From an optimization exercise on the open Yosys and OpenROAD flow, aimed at small area, a short achievable clock period and few clock cycles per item; shortcuts taken in it are not production practice.

==> flow/design.v <==
module enc1750_fmt (
    input  wire [38:0] frac,    
    input  wire  [2:0] fsel,    
    input  wire        m39,     
    input  wire        m38,     
    input  wire  [7:0] xe0,     
    input  wire        xinc,    
    input  wire        xdec,    
    output wire [47:0] data
);
    wire c = (fsel[0] & frac[30]) | (fsel[1] & frac[16]) | (fsel[2] & frac[0]);
    wire [37:0] xs = frac[38:1];
    wire [7:0]  xa = xs[37:30];
    wire [13:0] xb = xs[29:16];
    wire [15:0] xc = xs[15:0];
    wire cc = c;
    wire cb = fsel[2] ? (c & (&xc)) : c;
    wire ca = fsel[0] ? c : cb & (&xb);
    wire [15:0] wc;
    wire [13:0] wb;
    wire [7:0]  wa;
    genvar i;
    generate
        for (i = 0; i < 16; i = i + 1) begin : g_c
            if (i == 0) assign wc[i] = xc[i] ^ cc;
            else        assign wc[i] = xc[i] ^ (cc & (&xc[i-1:0]));
        end
        for (i = 0; i < 14; i = i + 1) begin : g_b
            if (i == 0) assign wb[i] = xb[i] ^ cb;
            else        assign wb[i] = xb[i] ^ (cb & (&xb[i-1:0]));
        end
        for (i = 0; i < 8; i = i + 1) begin : g_a
            if (i == 0) assign wa[i] = xa[i] ^ ca;
            else        assign wa[i] = xa[i] ^ (ca & (&xa[i-1:0]));
        end
    endgenerate
    wire inb = fsel[1] | fsel[2];
    wire inc = fsel[2];
    wire [7:0]  ma = wa;
    wire [13:0] mb = wb & {14{inb}};
    wire [15:0] mc = wc & {16{inc}};
    wire [7:0] flip;
    generate
        for (i = 0; i < 8; i = i + 1) begin : g_e
            if (i == 0) assign flip[i] = xinc | xdec;
            else        assign flip[i] = (xinc & (&xe0[i-1:0])) | (xdec & ~(|xe0[i-1:0]));
        end
    endgenerate
    wire [7:0] xe = xe0 ^ flip;
    assign data = {m39, m38, ma, mb[13:8] | (xe[5:0] & {6{fsel[0]}}), mb[7:0],
                   xe & {8{~fsel[0]}}, mc};
endmodule
module enc1750_core (
    input  wire [63:0] value,
    input  wire  [7:0] width,
    output wire [52:0] sig,     
    output wire        subn,    
    output wire  [2:0] fsel,    
    output wire        m39,     
    output wire        m38,     
    output wire  [7:0] xe,      
    output wire        xinc,    
    output wire        xdec,    
    output wire        nf       
);
    wire        s  = value[63];
    wire [10:0] be = value[62:52];
    wire [51:0] fr = value[51:0];
    wire w16 = (width == 8'd16);
    wire w32 = (width == 8'd32);
    wire w48 = (width == 8'd48);
    wire wok = w16 | w32 | w48;
    wire nonfinite = &be;
    wire is_sub    = ~|be;
    wire is_zero   = is_sub & ~|fr;
    wire ok        = wok & ~nonfinite;
    assign sig    = {~is_sub, fr} ^ {53{s}};
    assign subn   = ok & is_sub & ~is_zero;
    assign fsel   = {w48, w32, w16} & {3{ok}};
    assign m39    = ok & ~is_zero & s;
    assign m38    = ok & ~is_zero & ~s;
    assign nf     = wok & nonfinite;
    wire ones16 = &fr[51:43], ones32 = &fr[42:29], ones48 = &fr[28:13];
    wire zer16  = ~|fr[51:43], zer32 = ~|fr[42:29], zer48 = ~|fr[28:13];
    wire all1 = ones16 & (w16 | (ones32 & (w32 | ones48)));
    wire all0 = zer16  & (w16 | (zer32  & (w32 | zer48)));
    wire inc  = ~s & all1;
    wire dec  = s & all0;
    wire lo8 = (be <= 11'd894),  hi8 = (be >= 11'd1149);
    wire lo6 = (be <= 11'd990),  hi6 = (be >= 11'd1053);
    wire [7:0] be2 = be[7:0] + 8'd2;
    wire [7:0] xf8 = lo8 ? 8'h80 : hi8 ? 8'h7f : be2;
    wire [5:0] xf6 = lo6 ? 6'h20 : hi6 ? 6'h1f : be2[5:0];
    wire inc_ok = w16 ? ((be >= 11'd990) & ~hi6) : ((be >= 11'd894) & ~hi8);
    wire dec_ok = w16 ? (~lo6 & (be <= 11'd1053)) : (~lo8 & (be <= 11'd1149));
    wire [7:0] xn = w16 ? {2'b00, xf6} : xf8;
    wire [7:0] xs = is_zero ? 8'h00 : is_sub ? (w16 ? 8'h20 : 8'h80) : xn;
    assign xe     = ok ? xs : 8'd0;
    assign xinc   = ok & ~is_sub & inc & inc_ok;
    assign xdec   = ok & ~is_sub & dec & dec_ok;
endmodule
module fp_encode_1750a (
    input  wire        clk,
    input  wire        rst,
    input  wire        in_valid,
    output wire        in_ready,
    input  wire [63:0] in_value,
    input  wire  [7:0] in_width,
    output wire        out_valid,
    input  wire        out_ready,
    output wire [47:0] out_data,
    output wire  [2:0] out_nbytes,
    output wire  [1:0] out_status
);
    wire [52:0] c_sig;
    wire        c_subn;
    wire  [2:0] c_fsel;
    wire        c_m39, c_m38;
    wire  [7:0] c_xe;
    wire        c_xinc, c_xdec;
    wire        c_nf;
    enc1750_core u_core (
        .value (in_value),
        .width (in_width),
        .sig   (c_sig),
        .subn  (c_subn),
        .fsel  (c_fsel),
        .m39   (c_m39),
        .m38   (c_m38),
        .xe    (c_xe),
        .xinc  (c_xinc),
        .xdec  (c_xdec),
        .nf    (c_nf)
    );
    reg        ov;       
    reg [52:0] sig_q;
    reg  [2:0] fsel_q;
    reg        m39_q, m38_q;
    reg  [7:0] xe_q;
    reg        xinc_q, xdec_q;
    reg        nf_q;
    reg        pend_q;   
    wire pend = (m39_q & sig_q[52]) | (m38_q & ~sig_q[52]);
    wire load = ~ov | (~pend & out_ready);
    assign in_ready  = ~rst & (~ov | (~pend_q & out_ready));
    assign out_valid = ~rst & ov & ~pend_q;
    wire top5z = m39_q ? &sig_q[52:48] : ~|sig_q[52:48];
    always @(posedge clk) begin
        if (rst) begin
            ov     <= 1'b0;
            pend_q <= 1'b0;
        end else if (load) begin
            ov     <= in_valid;
            pend_q <= in_valid & c_subn;
        end else if (pend) begin
            pend_q <= (top5z ? sig_q[47] : sig_q[51]) ~^ m39_q;
        end
    end
    wire sel_ld = load & (c_fsel[0] | c_fsel[1] | c_fsel[2]);
    wire sel_s5 = ~load & pend & top5z;
    wire sel_s1 = ~load & pend & ~top5z;
    wire sel_h  = ~load & ~pend;
    wire [52:0] sig_d = ({53{sel_ld}} & c_sig)
                      | ({53{sel_s5}} & {sig_q[47:0], {5{m39_q}}})
                      | ({53{sel_s1}} & {sig_q[51:0], m39_q})
                      | ({{40{sel_h}}, 13'd0} & sig_q);
    always @(posedge clk) sig_q <= sig_d;
    always @(posedge clk) begin
        if (load) begin
            fsel_q   <= c_fsel;
            m39_q    <= c_m39;
            m38_q    <= c_m38;
            xe_q     <= c_xe;
            xinc_q   <= c_xinc;
            xdec_q   <= c_xdec;
            nf_q     <= c_nf;
        end
    end
    enc1750_fmt u_fmt (
        .frac(sig_q[51:13]),
        .fsel(fsel_q),
        .m39 (m39_q),
        .m38 (m38_q),
        .xe0 (xe_q),
        .xinc(xinc_q),
        .xdec(xdec_q),
        .data(out_data)
    );
    assign out_status = {nf_q, ~(fsel_q[0] | fsel_q[1] | fsel_q[2] | nf_q)};
    assign out_nbytes = {fsel_q[1] | fsel_q[2], fsel_q[0] | fsel_q[2], 1'b0};
endmodule
clock: 10.0 ns
lec_check: 0
abc_area: 1
cap_margin: 20
core_margin: 2
core_utilization: 40
cts_buf_list: sky130_fd_sc_hd__clkbuf_8
slew_margin: 20
standard.sh (not shown) runs the stock make flow with config.mk's settings and CLKGATE_MAP_FILE= SYNTH_SCRIPT=/design/flow/synth_recipe.tcl, a recipe that flattens the netlist after the stock synthesis.
==> flow/flow/run.sh <==
#!/bin/bash
# The standard layout (standard.sh, the standard flow's own ORFS flow) with four changes:
# the port buffers are sky130_fd_sc_hd__buf_2 cells instead of the delay
# buffers buffer_ports picks by default (every port still gets a buffer),
# timing repair aims for a setup slack of 5.4 ns, clock tree synthesis adds
# no dummy loads, and the request data ports' buffers are made buf_1 after
# global placement (flow/ports.tcl).
set -euo pipefail
export BUFFER_PORTS_ARGS="-buffer_cell sky130_fd_sc_hd__buf_2"
export SETUP_SLACK_MARGIN=5.4
export CTS_ARGS="-sink_clustering_enable -repair_clock_nets -buf_list sky130_fd_sc_hd__clkbuf_8 -dont_use_dummy_load"
export POST_GLOBAL_PLACE_TCL="$PWD/flow/ports.tcl"
bash standard.sh > standard.log 2>&1
==> flow/flow/ports.tcl <==
# After global placement: the buffers of the request data ports (in_value,
# in_width) become sky130_fd_sc_hd__buf_1. Every port keeps its buffer; the
# handshake and reset ports keep buf_2. Timing repair may resize them again.
set block [ord::get_db_block]
set n 0
foreach bterm [$block getBTerms] {
  set name [$bterm getName]
  if {[$bterm getIoType] ne "INPUT"} { continue }
  if {![string match "in_value*" $name] && ![string match "in_width*" $name]} { continue }
  set net [$bterm getNet]
  foreach iterm [$net getITerms] {
    set inst [$iterm getInst]
    if {[[$inst getMaster] getName] eq "sky130_fd_sc_hd__buf_2"} {
      replace_cell [get_cells [$inst getName]] sky130_fd_sc_hd__buf_1
      incr n
    }
  }
}
puts "ports.tcl: $n input buffers resized to buf_1"
Then changed:
--- a/flow/design.v
+++ b/flow/design.v
@@ -15,29 +15,36 @@
     wire [15:0] xc = xs[15:0];
     wire cc = c;
     wire cb = fsel[2] ? (c & (&xc)) : c;
     wire ca = fsel[0] ? c : cb & (&xb);
+    wire [15:0] pc; wire [13:0] pb; wire [7:0] pa;
+    assign pc[0] = cc; assign pb[0] = cb; assign pa[0] = ca;
+    genvar j;
+    generate for (j = 1; j < 16; j = j + 1) begin : g_pc assign pc[j] = pc[j-1] & xc[j-1]; end endgenerate
+    generate for (j = 1; j < 14; j = j + 1) begin : g_pb assign pb[j] = pb[j-1] & xb[j-1]; end endgenerate
+    generate for (j = 1; j < 8; j = j + 1) begin : g_pa assign pa[j] = pa[j-1] & xa[j-1]; end endgenerate
     wire [15:0] wc;
     wire [13:0] wb;
     wire [7:0]  wa;
     genvar i;
     generate
         for (i = 0; i < 16; i = i + 1) begin : g_c
             if (i == 0) assign wc[i] = xc[i] ^ cc;
-            else        assign wc[i] = xc[i] ^ (cc & (&xc[i-1:0]));
+            else        assign wc[i] = xc[i] ^ pc[i];
         end
         for (i = 0; i < 14; i = i + 1) begin : g_b
             if (i == 0) assign wb[i] = xb[i] ^ cb;
-            else        assign wb[i] = xb[i] ^ (cb & (&xb[i-1:0]));
+            else        assign wb[i] = xb[i] ^ pb[i];
         end
         for (i = 0; i < 8; i = i + 1) begin : g_a
             if (i == 0) assign wa[i] = xa[i] ^ ca;
-            else        assign wa[i] = xa[i] ^ (ca & (&xa[i-1:0]));
+            else        assign wa[i] = xa[i] ^ pa[i];
         end
     endgenerate
+    wire ina = fsel[0] | fsel[1] | fsel[2];
     wire inb = fsel[1] | fsel[2];
     wire inc = fsel[2];
-    wire [7:0]  ma = wa;
+    wire [7:0]  ma = wa & {8{ina}};
     wire [13:0] mb = wb & {14{inb}};
     wire [15:0] mc = wc & {16{inc}};
     wire [7:0] flip;
     generate
@@ -155,9 +162,9 @@
         end else if (pend) begin
             pend_q <= (top5z ? sig_q[47] : sig_q[51]) ~^ m39_q;
         end
     end
-    wire sel_ld = load & (c_fsel[0] | c_fsel[1] | c_fsel[2]);
+    wire sel_ld = load;
     wire sel_s5 = ~load & pend & top5z;
     wire sel_s1 = ~load & pend & ~top5z;
     wire sel_h  = ~load & ~pend;
     wire [52:0] sig_d = ({53{sel_ld}} & c_sig)
The changed run went through all stages and came out clean.
Worst hold slack gains 3.1 ps.
Worst setup slack gets worse by 1200 ps.
Wire length is lower by about 9%.
Global-route usage is lower by 1.9 points.
Core utilization rose by 5.6 points.
Critical path depth rose by 9.
Final area climbs by about 7%.
Final cell count goes down by about 9%.
No run of this note included a check of the RTL's function; only the layout flow was run.

-- static timing again, ports no longer ideal --
No port has a modelled driver above. Below, the same layouts with a new extraction and two added sets of constraints. Step 1: set_driving_cell puts a clkbuf_16 on clk and a buf_2 on each other input, an assumption about the parent block. Step 2 times the ports against the registers' clock, not the clock port: input delays grow and output delays shrink by t, the midpoint of the rising clock arrivals with the driver on. Three values: no drivers, after step 1, after step 2; two values: the first two.
run	shift t [ns]	slack for setup (ns)	cell pins on the clock port's net
the first run	0.385	5.570 / 5.533 / 5.549	1
the second run	0.394	4.381 / 4.346 / 4.740	1
After both steps setup and hold are still met in every run listed. The setup slack of the first run, which loses most, moves by -0.037 ns with the drivers and by -0.021 ns with both steps.
